Background: an optimization exercise with open tools, aiming at small area, a short achievable clock period and few clock cycles per item. Do not read the settings as production practice.
RTL that was checked went through simulation tests only; none was proved equivalent to the original.
Power and IR drop assume default switching activity.

== run A ==
// hmvf_codec
module hmvf_codec (
    input  wire        clk,
    input  wire        rst,
    input  wire        tx_cmd_valid,
    output wire        tx_cmd_ready,
    input  wire [3:0]  tx_cmd_op,
    input  wire [63:0] tx_cmd_value,
    output wire        tx_out_valid,
    input  wire        tx_out_ready,
    output wire [7:0]  tx_out_data,
    output wire        tx_out_last,
    input  wire        rx_cmd_valid,
    output wire        rx_cmd_ready,
    input  wire [3:0]  rx_cmd_op,
    input  wire        rx_in_valid,
    output wire        rx_in_ready,
    input  wire [7:0]  rx_in_data,
    output wire        rx_done,
    output wire [63:0] rx_value,
    output wire        rx_ovf,
    output wire [3:0]  rx_cblen,
    output wire [79:0] rx_cb
);
==> flow/config.mk <==
export PLATFORM = sky130hd
export DESIGN_NAME = hmvf_codec
export DESIGN_NICKNAME = hmvf_codec
export VERILOG_FILES = /design/flow/design.v
export SDC_FILE = /design/flow/constraint.sdc
export NUM_CORES = 4
export LEC_CHECK = 0
export ABC_AREA = 1
export CAP_MARGIN = 20
export CORE_MARGIN = 2
export CORE_UTILIZATION = 70
export SETUP_SLACK_MARGIN = 2.0
export SLEW_MARGIN = 20
export TNS_END_PERCENT = 5
==> flow/constraint.sdc <==
create_clock -name core_clock -period 4.0 [get_ports {clk}]
set_input_delay 0.8000 -clock core_clock [delete_from_list [all_inputs] [get_ports {clk}]]
set_output_delay 0.8000 -clock core_clock [all_outputs]
set_load 0.01 [all_outputs]
standard.sh (not shown) runs the stock make flow with config.mk's settings and CLKGATE_MAP_FILE= SYNTH_SCRIPT=/design/flow/synth_recipe.tcl, a recipe that flattens the netlist after the stock synthesis.
==> flow/flow/run.sh <==
#!/bin/bash
# Standard ORFS layout, with the I/O port buffers made from the smallest
# buffer cell (timing repair upsizes the ones on critical paths).
set -euo pipefail
export BUFFER_PORTS_ARGS="-buffer_cell sky130_fd_sc_hd__buf_1"
bash standard.sh > standard.log 2>&1
Having completed the whole flow, run A delivered a layout that passed the timing, DRC and antenna checks.
Testbench counts of run A, summed over its fixed seeds: cycles 23,371, items 11,200.
Input-level comparison between run B and run A:
Settings: CORE_UTILIZATION: 70 -> 55.
[summary]
Diff run B..run A | post-synthesis cell type count | unchanged. Run A ended up with u_rx.v[24] as its startpoint of the worst setup timing path; run B ended up with u_rx.pos[0]. Count of unresolved DRC violations after routing: run A vs run B identical. The lower largest net degree at the start of global routing came out of run B. Relative to run A, largest stage delay on the critical path increased by 0.33 ns in run B. When run B is measured against run A, its register-to-register slack turns out 0.14 ns lower.
## Diff of input files: run C against run B
Settings: clearing ABC_AREA, which used to be 1.
## What came out
The flow did not stop early for run C: all stages ran, and the layout cleared the timing, DRC and antenna checks. Run C vs run B, period utilization went down by 2.9 points. NOTE: basic-gate share of the synthesized area counting and, or, nand and nor cells in run C exceeds that of run B. Summary of the comparison: number of global-route vias before repair is lower in run C, relative to run B. Final cell count came out lower on run C than on run B. A start-to-end type of the worst setup path of flip-flop to output pin is what run C shows, while flip-flop to flip-flop belongs to run B. Per the comparison of run C with run B, number of fill cells now sits lower; total number of vias moved down; detail-routed net length per standard cell has increased. Run B → run C: die area fell by about 0.7%, critical path depth fell by 4, top-level port count stayed essentially flat. As of run C, area after synthesis had fallen slightly compared to run B.

== job 101 ==
Another version of the RTL of hmvf_codec (not shown whole).
Size in the first run: roughly 930 cells after synthesis, roughly 11000 sq um of cells after synthesis.
// hmvf_codec
module hmvf_codec (
    input  wire        clk,
    input  wire        rst,
    input  wire        tx_cmd_valid,
    output wire        tx_cmd_ready,
    input  wire [3:0]  tx_cmd_op,
    input  wire [63:0] tx_cmd_value,
    output wire        tx_out_valid,
    input  wire        tx_out_ready,
    output wire [7:0]  tx_out_data,
    output wire        tx_out_last,
    input  wire        rx_cmd_valid,
    output wire        rx_cmd_ready,
    input  wire [3:0]  rx_cmd_op,
    input  wire        rx_in_valid,
    output wire        rx_in_ready,
    input  wire [7:0]  rx_in_data,
    output wire        rx_done,
    output wire [63:0] rx_value,
    output wire        rx_ovf,
    output wire [3:0]  rx_cblen,
    output wire [79:0] rx_cb
);
Settings: LEC_CHECK=0, CAP_MARGIN=20, CORE_MARGIN=2, CORE_UTILIZATION=40, SETUP_SLACK_MARGIN=1.9, SLEW_MARGIN=20, TNS_END_PERCENT=5; clock period 4.0 ns.
Scripts as last shown in full above: flow/flow/run.sh
Job 101 | status: complete | timing, DRC, antenna: pass
> inputs changed (job 101 -> job 102)
- changing SETUP_SLACK_MARGIN from 1.9 to 2.0
- changing CORE_UTILIZATION from 40 to 55
Results
In job 102 the clock share of power turned out 0.3 points higher than in job 101. Job 101 has lower clock tree cell share of total cell area than job 102. Looking at cell area power density, job 102 sits above job 101. Multi-input combinational gate total of job 102 is on par with job 101.
No functional check of the RTL was part of any run of this note.

hmvf_codec, a different RTL version from the one above (not shown whole).
For scale: roughly 250 I/O pins, about 0.011 mm² of cells after synthesis.
Design hmvf_codec, start of the top module:
module hmvf_codec (
    input  wire        clk,
    input  wire        rst,
    input  wire        tx_cmd_valid,
    output wire        tx_cmd_ready,
    input  wire [3:0]  tx_cmd_op,
    input  wire [63:0] tx_cmd_value,
    output wire        tx_out_valid,
    input  wire        tx_out_ready,
    output wire [7:0]  tx_out_data,
    output wire        tx_out_last,
    input  wire        rx_cmd_valid,
    output wire        rx_cmd_ready,
    input  wire [3:0]  rx_cmd_op,
    input  wire        rx_in_valid,
    output wire        rx_in_ready,
    input  wire [7:0]  rx_in_data,
    output wire        rx_done,
    output wire [63:0] rx_value,
    output wire        rx_ovf,
    output wire [3:0]  rx_cblen,
    output wire [79:0] rx_cb
);
clock: 4.0 ns
lec_check: 0
cap_margin: 20
core_margin: 2
core_utilization: 40
cts_buf_list: sky130_fd_sc_hd__clkbuf_8
setup_slack_margin: 1.9
slew_margin: 20
tns_end_percent: 5
Scripts as last shown in full above: flow/flow/run.sh
Change:
--- a/flow/config.mk
+++ b/flow/config.mk
@@ -9,5 +9,4 @@
 export CORE_MARGIN = 2
 export CORE_UTILIZATION = 40
-export CTS_BUF_LIST = sky130_fd_sc_hd__clkbuf_8
 export SETUP_SLACK_MARGIN = 1.9
 export SLEW_MARGIN = 20
What happened: Final cell count went down by 1.5%; sequential share of layout area came out lower by 0.56 points; sequential power hardly moves; register-to-register slack gets better by 70 ps; clock power increases by 16%.
Function was not checked in any run of this note: the RTL went through the layout flow alone.

## sierra
hmvf_codec, a different RTL version from the one above (not shown whole).
Size: ~890 cells after synthesis, roughly 200 flip-flops, roughly 250 I/O pins, roughly 11,000 sq um of cells after synthesis.
Design hmvf_codec, start of the top module:
module hmvf_codec (
    input  wire        clk,
    input  wire        rst,
    input  wire        tx_cmd_valid,
    output wire        tx_cmd_ready,
    input  wire [3:0]  tx_cmd_op,
    input  wire [63:0] tx_cmd_value,
    output wire        tx_out_valid,
    input  wire        tx_out_ready,
    output wire [7:0]  tx_out_data,
    output wire        tx_out_last,
    input  wire        rx_cmd_valid,
    output wire        rx_cmd_ready,
    input  wire [3:0]  rx_cmd_op,
    input  wire        rx_in_valid,
    output wire        rx_in_ready,
    input  wire [7:0]  rx_in_data,
    output wire        rx_done,
    output wire [63:0] rx_value,
    output wire        rx_ovf,
    output wire [3:0]  rx_cblen,
    output wire [79:0] rx_cb
);
clock: 4.0 ns
lec_check: 0
cap_margin: 20
core_margin: 2
core_utilization: 40
setup_slack_margin: 2.2
slew_margin: 20
Scripts as last shown in full above: flow/flow/run.sh
## Diff of input files: zinc against sierra
Settings: CORE_UTILIZATION changed from 40 to 60.
Results
After detailed routing, sierra needs more wire than zinc. In the flow results for zinc and sierra, the number of core rows is larger on sierra. sierra -> zinc: switching part of the total power flat.
No functional check of the RTL was part of any run of this note.

Another version of the RTL of hmvf_codec (not shown whole).
Size in the first run: ~960 cells after synthesis, ~250 I/O pins, roughly 11000 um^2 of cells after synthesis.
export LEC_CHECK = 0
export CAP_MARGIN = 20
export CORE_MARGIN = 2
export CORE_UTILIZATION = 55
export SETUP_SLACK_MARGIN = 2.05
export SLEW_MARGIN = 20
export TNS_END_PERCENT = 100
create_clock -name core_clock -period 4.0 [get_ports {clk}]
Scripts as last shown in full above: flow/flow/run.sh
Then changed:
- SETUP_SLACK_MARGIN: 2.05 -> 2.0
- TNS_END_PERCENT: 100 -> 5
What happened: The new run completed without violations; global-route usage climbs by 0.29 points; sequential share of layout area rose by 0.57 points; final cell count is lower by 0.43%; via count drops by 0.56%; core utilization goes down by 0.66 points; area after synthesis stays the same; setup slack gets worse by 0.015 ns; power came out lower by 1.3%.
No functional check of the RTL was part of any run of this note.

hmvf_codec, a different RTL version from the one above (not shown whole).
Size: ~950 cells after synthesis, about 240 flip-flops, ~250 I/O pins, roughly 11000 um2 of cells after synthesis.
export LEC_CHECK = 0
export CAP_MARGIN = 20
export CORE_MARGIN = 2
export CORE_UTILIZATION = 70
export SETUP_SLACK_MARGIN = 2.0
export SLEW_MARGIN = 20
export TNS_END_PERCENT = 5
create_clock -name core_clock -period 4.0 [get_ports {clk}]
Scripts as last shown in full above: flow/flow/run.sh
Rerun with:
CORE_UTILIZATION = 55   (was 70)
SETUP_SLACK_MARGIN = 1.95   (was 2.0)
TNS_END_PERCENT = 100   (was 5)
Clock power stays flat.
Sequential share of layout area falls by 0.41 points.
Final cell count grows by 6.4%.
Wire length went up by 7.8%.
Count of clock-buffer cells in the layout stays the same.
Combinational power came out higher by about 0.8%.
Worst hold slack got worse by 0.0041 ns.
Power stays flat.
Final area rises by 0.71%.
Sequential power stays flat.
Clock skew rose by 0.0077 ns.
Function was not checked in any run of this note: the RTL went through the layout flow alone.

v6:
hmvf_codec, a different RTL version from the one above (not shown whole).
Size: roughly 960 cells after synthesis, ~240 flip-flops, roughly 11,000 µm² of cells after synthesis.
export LEC_CHECK = 0
export CAP_MARGIN = 20
export CORE_MARGIN = 2
export CORE_UTILIZATION = 55
export CTS_CLUSTER_DIAMETER = 80
export CTS_CLUSTER_SIZE = 24
export SETUP_SLACK_MARGIN = 1.95
export SLEW_MARGIN = 20
export TNS_END_PERCENT = 100
create_clock -name core_clock -period 4.0 [get_ports {clk}]
Scripts as last shown in full above: flow/flow/run.sh
Testbench counts of v6, summed over its fixed seeds: cycles 23,371, items 11,200.
What v7 does differently from v6 at the input level:
--- a/flow/config.mk
+++ b/flow/config.mk
@@ -11,2 +10,0 @@
-export CTS_CLUSTER_DIAMETER = 80
-export CTS_CLUSTER_SIZE = 24
--- outcome ---
From v6 to v7 the numbers moved as follows: worst hold slack across all endpoints decreased 31 ps; relative area change from synthesis to final layout increased 3.8 points. v7 against v6; clock-buffer cell count is up by more than half. Of the two values seen for endpoint of the worst setup timing path, rx_cb[8] was produced by v7 and rx_in_ready by v6. On initial DRC count: between v7 and v6, it ends up higher for v7. v7 closes out successfully: all stages finished, all timing, DRC and antenna checks passed. Global router's overall resource usage, v7 and v6: higher on v7. [compare] base=v6 new=v7: clock skew now smaller, post-route cell area saw an increase, worst supply voltage drop on vdd has decreased.

[static timing again, ports no longer ideal]
In the flow no input, the clock included, has a driving cell. The finished layouts below were timed again as built, in two steps. Step 1, drivers: a clkbuf_16 drives clk and a buf_2 each remaining input, both assumed. Step 2 times the ports against the registers' clock, not the clock port: input delays grow and output delays shrink by t, the midpoint of the rising clock arrivals with the driver on. Three values: no drivers, after step 1, after step 2; two values: the first two.
run | t, ns | setup slack, ns | slew at the worst register clock pin (ns)
run A | 0.556 | 2.078 / 2.035 / 1.644 | 0.07 / 0.07
run B | 0.566 | 1.937 / 1.937 / 1.580 | 0.06 / 0.06
run C | 0.564 | 2.052 / 2.005 / 1.601 | 0.06 / 0.06
job 101 | 0.562 | 1.843 / 1.843 / 1.547 | 0.06 / 0.06
job 102 | 0.561 | 1.933 / 1.933 / 1.653 | 0.07 / 0.07
the first run of note 3 | 0.585 | 1.828 / 1.787 / 1.426 | 0.06 / 0.06
the second run of note 3 | 0.565 | 1.846 / 1.799 / 1.472 | 0.06 / 0.06
sierra | 0.541 | 1.649 / 1.603 / 1.759 | 0.06 / 0.06
zinc | 0.533 | 1.653 / 1.611 / 1.679 | 0.07 / 0.07
the first run of note 5 | 0.573 | 2.029 / 1.982 / 1.589 | 0.06 / 0.06
the second run of note 5 | 0.572 | 2.015 / 1.971 / 1.478 | 0.07 / 0.07
the first run of note 6 | 0.548 | 1.983 / 1.983 / 1.462 | 0.06 / 0.06
the second run of note 6 | 0.553 | 2.039 / 1.994 / 1.547 | 0.06 / 0.06
v6 | 0.524 | 2.014 / 1.969 / 1.594 | 0.09 / 0.09
v7 | 0.559 | 2.025 / 1.984 / 1.605 | 0.06 / 0.06
After both steps setup and hold are still met in every run listed. For the second run of note 5, which loses most, drivers alone change the setup slack by -0.044 ns; drivers and shift together by -0.537 ns.
